What follows belongs to an exercise in optimizing a design on an open flow for small area; a production flow would make more cautious choices.
Only the layout flow was run in this run; the RTL was not checked for function there.
Power is estimated from default activity; no workload was simulated.

## flow/config.mk

```make
export PLATFORM = sky130hd
export DESIGN_NAME = ir_timing_engine
export DESIGN_NICKNAME = ir_timing_engine
export VERILOG_FILES = /design/flow/design.v
export SDC_FILE = /design/flow/constraint.sdc
export NUM_CORES = 4
export LEC_CHECK = 0
export CAP_MARGIN = 20
export CORE_MARGIN = 2
export CORE_UTILIZATION = 40
export SLEW_MARGIN = 20
```

## flow/constraint.sdc

```tcl
create_clock -name core_clock -period 10.0 [get_ports {clk}]
set_input_delay 2.0000 -clock core_clock [delete_from_list [all_inputs] [get_ports {clk}]]
set_output_delay 2.0000 -clock core_clock [all_outputs]
set_load 0.01 [all_outputs]
```

## flow/design.v

```verilog
module ir_classify (
    input  wire [31:0] d,
    input  wire [31:0] cfg_start,
    input  wire [31:0] cfg_short,
    input  wire [31:0] cfg_long,
    input  wire [31:0] cfg_tol,
    output reg  [1:0]  sym
);
    localparam [1:0] SYM_UNREC = 2'd0;
    localparam [1:0] SYM_START = 2'd1;
    localparam [1:0] SYM_ZERO  = 2'd2;
    localparam [1:0] SYM_ONE   = 2'd3;
    wire [32:0] d_plus_tol  = {1'b0, d} + {1'b0, cfg_tol};
    wire [32:0] start_hi    = {1'b0, cfg_start} + {1'b0, cfg_tol};
    wire [32:0] short_hi    = {1'b0, cfg_short} + {1'b0, cfg_tol};
    wire [32:0] long_hi     = {1'b0, cfg_long}  + {1'b0, cfg_tol};
    wire in_start = (d_plus_tol >= {1'b0, cfg_start}) && ({1'b0, d} <= start_hi);
    wire in_short = (d_plus_tol >= {1'b0, cfg_short}) && ({1'b0, d} <= short_hi);
    wire in_long  = (d_plus_tol >= {1'b0, cfg_long})  && ({1'b0, d} <= long_hi);
    always @(*) begin
        if (cfg_start != 32'd0 && in_start)
            sym = SYM_START;
        else if (in_short)
            sym = SYM_ZERO;
        else if (in_long)
            sym = SYM_ONE;
        else
            sym = SYM_UNREC;
    end
endmodule
module ir_config_check (
    input  wire [31:0] cfg_start,
    input  wire [31:0] cfg_short,
    input  wire [31:0] cfg_long,
    input  wire [31:0] cfg_gap,
    input  wire [31:0] cfg_tol,
    input  wire [5:0]  packet_bits,
    output wire        ok
);
    wire [33:0] tol2 = {1'b0, cfg_tol, 1'b0};
    wire [33:0] start_hi = {2'b00, cfg_start} + tol2;
    wire [33:0] short_hi = {2'b00, cfg_short} + tol2;
    wire [33:0] long_hi = {2'b00, cfg_long} + tol2;
    wire [33:0] gap_hi = {2'b00, cfg_gap} + tol2;
    wire ov_short_long = ({2'b00, cfg_long} <= short_hi) && ({2'b00, cfg_short} <= long_hi);
    wire ov_short_gap = ({2'b00, cfg_gap} <= short_hi) && ({2'b00, cfg_short} <= gap_hi);
    wire ov_long_gap = ({2'b00, cfg_gap} <= long_hi) && ({2'b00, cfg_long} <= gap_hi);
    wire ov_start_short = ({2'b00, cfg_short} <= start_hi) && ({2'b00, cfg_start} <= short_hi);
    wire ov_start_long = ({2'b00, cfg_long} <= start_hi) && ({2'b00, cfg_start} <= long_hi);
    wire ov_start_gap = ({2'b00, cfg_gap} <= start_hi) && ({2'b00, cfg_start} <= gap_hi);
    wire has_start = (cfg_start != 32'd0);
    wire bits_ok    = (packet_bits >= 6'd1) && (packet_bits <= 6'd32);
    wire windows_ok = !ov_short_long && !ov_short_gap && !ov_long_gap &&
                      !(has_start && (ov_start_short || ov_start_long || ov_start_gap));
    assign ok = bits_ok && windows_ok;
endmodule
module ir_timing_engine (
    input  wire        clk,
    input  wire        rst,
    input  wire        cmd_valid,
    input  wire [7:0]  cmd,
    input  wire [31:0] op_a,
    input  wire [31:0] op_b,
    output reg         rsp_valid,
    output reg  [3:0]  rsp_status,
    output reg  [31:0] rsp_data,
    output wire        carrier_en,
    output wire        line_level,
    output wire        rx_listen
);
    localparam [3:0] OP_NOP      = 4'h0;
    localparam [3:0] OP_CFGWRITE = 4'h1;
    localparam [3:0] OP_COMMIT   = 4'h2;
    localparam [3:0] OP_ARM      = 4'h3;
    localparam [3:0] OP_TICK     = 4'h4;
    localparam [3:0] OP_QUERY    = 4'h5;
    localparam [3:0] OP_CLASSIFY = 4'h6;
    localparam [3:0] OP_RXSTART  = 4'h7;
    localparam [3:0] OP_RXCHECK  = 4'h8;
    localparam [3:0] OP_RXPULSE  = 4'h9;
    localparam [3:0] ST_OK          = 4'd0;
    localparam [3:0] ST_REARM       = 4'd1;
    localparam [3:0] ST_INVALID_CFG = 4'd2;
    localparam [3:0] ST_LOCKED      = 4'd3;
    localparam [3:0] ST_RX_CONTINUE = 4'd4;
    localparam [3:0] ST_RX_DONE     = 4'd5;
    localparam [3:0] ST_RX_TIMEOUT  = 4'd6;
    localparam [3:0] ST_FAULT       = 4'd7;
    localparam [2:0] FC_ILLEGAL     = 3'd1;
    localparam [2:0] FC_NOT_CFG     = 3'd2;
    localparam [2:0] FC_HALF_DUPLEX = 3'd3;
    localparam [2:0] FC_SEQUENCE    = 3'd4;
    localparam [2:0] CC_HOLD      = 3'd0;
    localparam [2:0] CC_OFF       = 3'd1;
    localparam [2:0] CC_GAP       = 3'd2;
    localparam [2:0] CC_MARK_ZERO = 3'd3;
    localparam [2:0] CC_MARK_ONE  = 3'd4;
    localparam [1:0] RX_IDLE = 2'd0;
    localparam [1:0] RX_HEAD = 2'd1;
    localparam [1:0] RX_WAIT = 2'd2;
    localparam [1:0] SYM_START = 2'd1;
    localparam [1:0] SYM_ZERO  = 2'd2;
    localparam [1:0] SYM_ONE   = 2'd3;
    reg [31:0] cfg_start, cfg_short, cfg_long, cfg_gap, cfg_idle, cfg_tol;
    reg [9:0]  cfg_ctrl;             
    reg        config_valid;
    reg        tx_armed;
    reg        tx_in_gap;
    reg [5:0]  tx_remaining;
    reg [31:0] tx_buffer;
    reg [31:0] tx_last_time;
    reg        carrier;
    reg [1:0]  rx_state;
    reg [31:0] rx_packet;
    reg [5:0]  rx_bits;
    reg [31:0] rx_start_time;
    reg [31:0] rx_timeout;
    reg [31:0] rx_last_accept;
    reg        faulted;
    reg [2:0]  fault_code;
    wire [5:0] packet_bits  = cfg_ctrl[5:0];
    wire       has_checksum = cfg_ctrl[8];
    assign carrier_en = carrier;
    assign line_level = cfg_ctrl[9];
    assign rx_listen  = (rx_state == RX_WAIT);
    wire [3:0] op = cmd[3:0];
    wire [3:0] hi = cmd[7:4];
    reg legal;
    always @(*) begin
        if (op == OP_CFGWRITE)
            legal = (hi <= 4'd6);
        else if (op <= OP_RXPULSE)
            legal = (hi == 4'd0);
        else
            legal = 1'b0;
    end
    wire needs_cfg = (op == OP_ARM) || (op == OP_CLASSIFY) || (op == OP_RXSTART) ||
                     (op == OP_RXCHECK) || (op == OP_RXPULSE);
    wire half_duplex_err = ((op == OP_RXSTART) && tx_armed) ||
                           ((op == OP_ARM) && (rx_state != RX_IDLE));
    wire sequence_err = ((op == OP_RXSTART) && (rx_state != RX_IDLE)) ||
                        ((op == OP_RXCHECK) && (rx_state != RX_HEAD)) ||
                        ((op == OP_RXPULSE) && (rx_state != RX_WAIT));
    wire [1:0] sym;
    ir_classify u_classify (
        .d         (op_a),
        .cfg_start (cfg_start),
        .cfg_short (cfg_short),
        .cfg_long  (cfg_long),
        .cfg_tol   (cfg_tol),
        .sym       (sym)
    );
    wire cfg_ok;
    ir_config_check u_check (
        .cfg_start   (cfg_start),
        .cfg_short   (cfg_short),
        .cfg_long    (cfg_long),
        .cfg_gap     (cfg_gap),
        .cfg_tol     (cfg_tol),
        .packet_bits (packet_bits),
        .ok          (cfg_ok)
    );
    wire [63:0] mask_wide = (64'd1 << packet_bits) - 64'd1;
    wire [31:0] mask      = mask_wide[31:0];
    wire checksum_ok = (rx_packet[1:0] == (rx_packet[3:2] ^ 2'b01));
    wire rx_complete = (!has_checksum || checksum_ok) && (rx_bits == packet_bits);
    wire [31:0] rx_elapsed_start = op_a - rx_start_time;
    wire        rx_expired       = (rx_timeout != 32'd0) && (rx_elapsed_start > rx_timeout);
    wire [31:0] rx_elapsed_accept = op_b - rx_last_accept;
    wire        rx_idle_expired   = (rx_elapsed_accept > cfg_idle);
    wire [5:0]  rx_bits_inc = (rx_bits == 6'd63) ? 6'd63 : rx_bits + 6'd1;
    reg [31:0] phase_duration;
    always @(*) begin
        if (tx_in_gap)
            phase_duration = cfg_gap;
        else if (tx_remaining == packet_bits)
            phase_duration = 32'd0;
        else if (tx_buffer[tx_remaining[4:0]])
            phase_duration = cfg_long;
        else
            phase_duration = cfg_short;
    end
    wire [31:0] tx_elapsed   = op_a - tx_last_time;
    wire        tx_mid_phase = (tx_elapsed < phase_duration);
    wire [5:0]  tx_bit_index = tx_remaining - 6'd1;
    wire        tx_bit       = tx_buffer[tx_bit_index[4:0]];
    wire [31:0] status_word = {5'd0, fault_code, 2'd0, rx_bits, 2'd0, tx_remaining,
                               1'b0, carrier, faulted, rx_state, config_valid,
                               tx_in_gap, tx_armed};
    reg [31:0] query_data;
    always @(*) begin
        case (op_a)
            32'd0:   query_data = status_word;
            32'd1:   query_data = cfg_start;
            32'd2:   query_data = cfg_short;
            32'd3:   query_data = cfg_long;
            32'd4:   query_data = cfg_gap;
            32'd5:   query_data = cfg_idle;
            32'd6:   query_data = cfg_tol;
            32'd7:   query_data = {22'd0, cfg_ctrl};
            32'd8:   query_data = tx_buffer;
            32'd9:   query_data = {26'd0, tx_remaining};
            32'd10:  query_data = tx_last_time;
            32'd11:  query_data = rx_packet;
            32'd12:  query_data = {26'd0, rx_bits};
            32'd13:  query_data = rx_start_time;
            32'd14:  query_data = rx_timeout;
            32'd15:  query_data = rx_last_accept;
            32'd16:  query_data = {29'd0, fault_code};
            default: query_data = 32'd0;
        endcase
    end
    always @(posedge clk) begin
        if (rst) begin
            cfg_start      <= 32'd0;
            cfg_short      <= 32'd0;
            cfg_long       <= 32'd0;
            cfg_gap        <= 32'd0;
            cfg_idle       <= 32'd0;
            cfg_tol        <= 32'd0;
            cfg_ctrl       <= 10'd0;
            config_valid   <= 1'b0;
            tx_armed       <= 1'b0;
            tx_in_gap      <= 1'b0;
            tx_remaining   <= 6'd0;
            tx_buffer      <= 32'd0;
            tx_last_time   <= 32'd0;
            carrier        <= 1'b0;
            rx_state       <= RX_IDLE;
            rx_packet      <= 32'd0;
            rx_bits        <= 6'd0;
            rx_start_time  <= 32'd0;
            rx_timeout     <= 32'd0;
            rx_last_accept <= 32'd0;
            faulted        <= 1'b0;
            fault_code     <= 3'd0;
            rsp_valid      <= 1'b0;
            rsp_status     <= ST_OK;
            rsp_data       <= 32'd0;
        end else begin
            rsp_valid <= cmd_valid;
            if (cmd_valid) begin
                rsp_status <= ST_OK;
                rsp_data   <= 32'd0;
                if (!legal) begin
                    rsp_status <= ST_FAULT;
                    if (faulted) begin
                        rsp_data <= {29'd0, fault_code};
                    end else begin
                        faulted    <= 1'b1;
                        fault_code <= FC_ILLEGAL;
                        carrier    <= 1'b0;
                        rsp_data   <= {29'd0, FC_ILLEGAL};
                    end
                end else if (faulted && op != OP_QUERY) begin
                    rsp_status <= ST_FAULT;
                    if (op == OP_TICK) begin
                        carrier  <= 1'b0;
                        rsp_data <= {29'd0, CC_OFF};
                    end else begin
                        rsp_data <= {29'd0, fault_code};
                    end
                end else if (needs_cfg && !config_valid) begin
                    faulted    <= 1'b1;
                    fault_code <= FC_NOT_CFG;
                    carrier    <= 1'b0;
                    rsp_status <= ST_FAULT;
                    rsp_data   <= {29'd0, FC_NOT_CFG};
                end else if (half_duplex_err) begin
                    faulted    <= 1'b1;
                    fault_code <= FC_HALF_DUPLEX;
                    carrier    <= 1'b0;
                    rsp_status <= ST_FAULT;
                    rsp_data   <= {29'd0, FC_HALF_DUPLEX};
                end else if (sequence_err) begin
                    faulted    <= 1'b1;
                    fault_code <= FC_SEQUENCE;
                    carrier    <= 1'b0;
                    rsp_status <= ST_FAULT;
                    rsp_data   <= {29'd0, FC_SEQUENCE};
                end else begin
                    case (op)
                        OP_NOP: ;
                        OP_CFGWRITE: begin
                            if (config_valid) begin
                                rsp_status <= ST_LOCKED;
                            end else begin
                                case (hi)
                                    4'd0: cfg_start <= op_a;
                                    4'd1: cfg_short <= op_a;
                                    4'd2: cfg_long  <= op_a;
                                    4'd3: cfg_gap   <= op_a;
                                    4'd4: cfg_idle  <= op_a;
                                    4'd5: cfg_tol   <= op_a;
                                    default: cfg_ctrl <= {op_a[9:8], 2'b00, op_a[5:0]};
                                endcase
                            end
                        end
                        OP_COMMIT: begin
                            if (config_valid)
                                rsp_status <= ST_LOCKED;
                            else if (cfg_ok)
                                config_valid <= 1'b1;
                            else
                                rsp_status <= ST_INVALID_CFG;
                        end
                        OP_ARM: begin
                            if (tx_armed) begin
                                rsp_status <= ST_REARM;
                            end else begin
                                tx_buffer    <= op_a;
                                tx_remaining <= packet_bits;
                                tx_in_gap    <= 1'b0;
                                tx_armed     <= 1'b1;
                            end
                        end
                        OP_TICK: begin
                            if (!tx_armed) begin
                                carrier  <= 1'b0;
                                rsp_data <= {28'd0, 1'b0, CC_OFF};
                            end else if (tx_remaining == 6'd0) begin
                                tx_armed <= 1'b0;
                                carrier  <= 1'b0;
                                rsp_data <= {28'd0, 1'b1, CC_OFF};
                            end else if (tx_mid_phase) begin
                                rsp_data <= {28'd0, 1'b0, CC_HOLD};
                            end else if (!tx_in_gap) begin
                                tx_in_gap    <= 1'b1;
                                tx_last_time <= op_a;
                                carrier      <= 1'b0;
                                rsp_data     <= {28'd0, 1'b0, CC_GAP};
                            end else begin
                                tx_in_gap    <= 1'b0;
                                tx_last_time <= op_a;
                                carrier      <= 1'b1;
                                tx_remaining <= tx_bit_index;
                                rsp_data     <= {28'd0, 1'b0,
                                                 tx_bit ? CC_MARK_ONE : CC_MARK_ZERO};
                            end
                        end
                        OP_QUERY: begin
                            rsp_data <= query_data;
                        end
                        OP_CLASSIFY: begin
                            rsp_data <= {30'd0, sym};
                        end
                        OP_RXSTART: begin
                            rx_packet      <= 32'd0;
                            rx_bits        <= 6'd0;
                            rx_start_time  <= op_b;
                            rx_timeout     <= op_a;
                            rx_last_accept <= op_b;
                            rx_state       <= RX_HEAD;
                        end
                        OP_RXCHECK: begin
                            if (rx_complete) begin
                                rx_state   <= RX_IDLE;
                                rsp_status <= ST_RX_DONE;
                                rsp_data   <= rx_packet;
                            end else if (rx_expired) begin
                                rx_state   <= RX_IDLE;
                                rsp_status <= ST_RX_TIMEOUT;
                            end else begin
                                rx_state   <= RX_WAIT;
                                rsp_status <= ST_RX_CONTINUE;
                            end
                        end
                        default: begin  
                            rx_state <= RX_HEAD;
                            case (sym)
                                SYM_START: begin
                                    rx_packet      <= 32'd0;
                                    rx_bits        <= 6'd0;
                                    rx_last_accept <= op_b;
                                    rsp_data       <= {29'd0, 1'b0, sym};
                                end
                                SYM_ZERO, SYM_ONE: begin
                                    rx_packet      <= {rx_packet[30:0], sym[0]} & mask;
                                    rx_bits        <= rx_bits_inc;
                                    rx_last_accept <= op_b;
                                    rsp_data       <= {29'd0, 1'b0, sym};
                                end
                                default: begin
                                    if (rx_idle_expired) begin
                                        rx_packet <= 32'd0;
                                        rx_bits   <= 6'd0;
                                        rsp_data  <= {29'd0, 1'b1, sym};
                                    end else begin
                                        rsp_data  <= {29'd0, 1'b0, sym};
                                    end
                                end
                            endcase
                        end
                    endcase
                end
            end
        end
    end
endmodule
```

## flow/run.sh

```bash
#!/bin/bash
# synth_recipe.tcl (not shown) runs the flow's synth.tcl, then flattens the netlist and writes it again
# the make line also repeats each setting of config.mk as NAME=value (left out here)
make -C /OpenROAD-flow-scripts/flow DESIGN_CONFIG=/design/flow/config.mk WORK_HOME=/design/flow/orfs CLKGATE_MAP_FILE= SYNTH_SCRIPT=/design/flow/synth_recipe.tcl finish
```

==> impl_metrics.toml <==
[synthesis]
ys_async_sr_fraction_pct = 0
synth_cells = 6948
synth.most_common_cell = "sky130_fd_sc_hd__ha_1"
post_synth.cell_area_avg_sq_um = 7.590
seq_area_frac_synth_pct = 17.08
synth.distinct_cells = 88
synth-edff-count = 0
synth_top_area_share_pct = 23.75
syn_nets = 8035
synth_top_cells_by_area = "sky130_fd_sc_hd__ha_1, sky130_fd_sc_hd__dfxtp_1, sky130_fd_sc_hd__a21oi_1"
ys_dominant_reg_cell = "sky130_fd_sc_hd__dfxtp_1"
mappedNetlistArea_sq_mm = 0.05273
synth-seq-cells = 450
synth_largest_area_cell = "sky130_fd_sc_hd__ha_1"
ys_warn_count = 2
synth_common_cells = "sky130_fd_sc_hd__ha_1, sky130_fd_sc_hd__a21oi_1, sky130_fd_sc_hd__nand2_1, sky130_fd_sc_hd__dfxtp_1, sky130_fd_sc_hd__nor2_1"

[clock_tree]
tritoncts.num_buffers = 57
path_clk_slew_ns = 0.06
htree_num_levels = 2
cts_resized = 0
insertion_delay_ns = 0.70
postCtsSetupBuffers = 0
clk_path_buf_depth = 3
number_of_sinks_handled_by_clock_tree_synthesis = 450
cts_hold_repair.buffers = 0
cts-root-buf = "sky130_fd_sc_hd__clkbuf_16"
cts_tree = "done"

[routing]
wl_per_cell_microns = 30.07
route.detailed.drc = 0
drt_iter0_markers = 7008
drt_first_pass_iters = 10
antenna_violating_nets_post_route = 0
dr_total_vias = 57505
post_drt_via_cell_ratio = 6.480
route.final.wire_length_mm = 266.9

[timing]
fmax_mhz = 111.8
final-max-slew-violation-count = 0
setup_repair_after_global_routing_missed_its_margin = "no"
final_period_minus_worst_setup_slack_ns = 8.945
slew-limit-headroom_pct = 19.73
tightest_slew_ns = 1.189
layout_worst_path_cycle_share_pct = 89.45
clock-skew-final_ns = 0.02753
final-setup-viol-count = 0
setup_tns_ns = 0
final_hold_viol_count = 0
finalWorstSetupSlack_ns = 1.055

[worst_setup_path]
critical-path-max-stage-delay_ns = 0.59
timing.critical_path.slowest_stage_cell = "sky130_fd_sc_hd__a31o_2"
cp_common_cell = "sky130_fd_sc_hd__o21ai_0"
r2r-end = "rx_bits[5]$_SDFFE_PP0P_"
worst-path-max-fanout = 41
reg2reg_setup_slack_ns = 1.51
timing.critical_path.depth = 28
crit_family = "compound AO/OA/AOI/OAI gates"
cp.buffers_inverters = 3
worst_r2r_path_depth = 23
worst-endpoint-required_ns = 10.60
timing.critical_path.arrival_ns = 9.54
worst_setup_path_start_kind = "primary input"
worstSetupEndpointType = "flip-flop"
critical_path.reg2reg.startpoint = "cfg_tol[2]$_SDFFE_PP0P_"
criticalPathCategory = "primary input to flip-flop"

[placement]
placed_cell_area_sq_mm = 0.05684
io_buffers = 113
placed_cells_incl_taps = 8767
detailedPlace.worstSlack_ns = 0.5061
place_hpwl_mm = 202.4
gp_congestion = 1.069

[power]
power.combinational.fraction_pct = 15.6
power.sequential.fraction_pct = 37.1
internal_portion_of_total_power_mw = 3.422
power.switching_fraction_pct = 29.66
peak_supply_drop_uv = 144.0
tot_pwr_mw = 4.865
total_leakage_power_nw = 24.70
p_sw_mw = 1.443
power_per_cell_area_mw_per_mm2 = 82.60
clock_power_share_pct = 47.3

[cells_and_area]
multiInputGateArea_sq_mm = 0.04137
number_of_inserted_filler_cells_in_the_final_layout = 13373
instances_no_fill = 8874
area.sequential_sq_mm = 0.009010
final_net_count = 8158
final_design_area_no_fill_sq_mm = 0.05889
layout-drive-gt1-share_pct = 6.044
syn2layout_area_growth_pct = 11.68

[floorplanning]
design.core.area_sq_mm = 0.1311
std_cell_rows = 133
design.portCount = 115
dieHeight_microns = 367.1
die_w_microns = 367.1
dieArea_sq_mm = 0.1348
start_util_pct = 40.21

[min_path]
worstHoldPathType = "flip-flop to flip-flop"
hold_path_end = "tx_last_time[29]$_SDFFE_PP0P_"
hold_start = "tx_last_time[29]$_SDFFE_PP0P_"
whs_path_depth = 2

[global_routing]
grt_first_pass_wirelength_mm = 377.2
globalRouteTotalUtil_pct = 38.03
pin_count_of_the_biggest_net_entering_global_routing = 128
grt_antenna_before_repair = 8
grt_overflow = 0
first_global_vias = 53771

[run_status]
run_status = "complete, no violations"

[flow_run]
maxCapViolations = 0
## through the flow
step,hold slack (ns),utilization (%)
after floorplan,0.4363,-
after global placement,0.4459,43.34
after detailed placement,0.4546,43.34
after CTS,0.4663,44.89
after global routing,0.4837,44.90
final,0.4686,44.91
## final cells by class
type	count	share of cell area, %
Clock inverter	20	0.5927
Sequential cell	450	15.30
Clock buffer	82	2.853
Tap cell	1755	3.728
Multi-Input combinational cell	5840	70.25
Antenna cell	5	0.02124
Inverter	378	2.409
Timing Repair Buffer	344	4.848
## worst max path at each step
stage	from	slack (ns)	end
finish	op_b[0]	1.06	rx_packet[0]$_SDFFE_PP0P_
global route	op_b[0]	0.69	rx_packet[23]$_SDFFE_PP0P_
CTS	op_b[0]	1.20	rx_packet[0]$_SDFFE_PP0P_
detailed placement	op_b[0]	0.51	rx_packet[0]$_SDFFE_PP0P_
global placement	op_b[0]	0.53	rx_packet[0]$_SDFFE_PP0P_
floorplan	op_b[0]	2.41	rx_bits[5]$_SDFFE_PP0P_
## routing by layer
metal  wire, microns  share of wire [%]  track usage (%)  vias up
li1                -                  -                -    25754
met1          100100                 38            46.00    27208
met2          112200                 42            57.43     3508
met3           28600                 11            8.796     1023
met4           25790                9.7            31.10       12
met5              73              0.027                0        -
## placed cells by master (no fill, tap or decap), types with 188 or more instances in the layout
cell type	netlist	routed
sky130_fd_sc_hd__dfxtp_1	450	449
sky130_fd_sc_hd__ha_1	1001	1001
sky130_fd_sc_hd__a21o_1	320	320
sky130_fd_sc_hd__a21oi_1	904	903
sky130_fd_sc_hd__o21ai_0	298	297
sky130_fd_sc_hd__buf_4	1	231
sky130_fd_sc_hd__nor2_1	410	398
sky130_fd_sc_hd__nand2_1	899	898
sky130_fd_sc_hd__xnor2_1	188	188
sky130_fd_sc_hd__inv_1	378	378
## worst min-delay path, stage by stage (launching register included)
cell and delay (ns):
sky130_fd_sc_hd__dfxtp_1 0.32, sky130_fd_sc_hd__nand2_1 0.06, sky130_fd_sc_hd__a21oi_1 0.05
## sequential cells by signal (all words and copies together), names as in the netlist, 2 cells and up
| name | cells |
|---|---|
| tx_remaining | 6 |
| cfg_start | 32 |
| cfg_ctrl | 8 |
| rx_packet | 32 |
| cfg_long | 32 |
| tx_buffer | 32 |
| rx_last_accept | 32 |
| tx_last_time | 32 |
| rx_bits | 6 |
| rx_state | 2 |
| fault_code | 3 |
| rsp_status | 3 |
| cfg_tol | 32 |
| cfg_gap | 32 |
| rx_start_time | 32 |
| cfg_short | 32 |
| rx_timeout | 32 |
| cfg_idle | 32 |
| rsp_data | 32 |
## logic make-up (layout without fill, tap and decap cells)
group / after synthesis / after routing / share of synthesized area [%]
DFF: 450 / 450 / 17.08
muxes: 86 / 86 / 2.131
AOI/OAI and AO/OA: 2229 / 2229 / 26.83
other: 1 / 6 / 0.007111
and+or+nand+nor: 2168 / 2168 / 19.28
buffers and inverters: 658 / 824 / 4.717
xor gates and xnor gates: 337 / 337 / 5.649
adders and majority gates: 1019 / 1019 / 24.30
## power groups by stage
stage / Combinational, mW / Sequential (mW) / Clock [mW]
2_1_floorplan: 0.449 / 1.84 / 0
3_3_place_gp: 0.723 / 1.84 / 0
3_5_place_dp: 0.732 / 1.84 / 0
4_1_cts: 0.736 / 1.80 / 2.31
5_1_grt: 0.818 / 1.80 / 2.37
6_report: 0.761 / 1.80 / 2.30

==> static timing again, ports no longer ideal <==
The flow's constraints put no driver on any port. The routed layout listed below was extracted and timed again, unchanged, in two steps.
Step 1 sets driving cells, clkbuf_16 on the clock port and buf_2 on the other inputs (assumed; they add their load-dependent delay and slew).
Step 2 adds t to the input delays and takes it off the output delays; t is the mean of the earliest and latest rising clock arrival at the registers after step 1. Input paths then give back, and output paths get back, about the clock's delay inside the block.
Slacks: ideal / step 1 / step 2; pairs: ideal / step 1.
t, ns: 0.766
setup slack, ns: 1.055 / 1.111 / 0.346
worst setup path at the end: input to register
latest minus earliest clock arrival (ns): 0.028 / 0.027
cell pins on the clock port's net: 1
After both steps setup and hold are still met in this run. For this run, drivers alone change the setup slack by +0.056 ns; drivers and shift together by -0.709 ns.
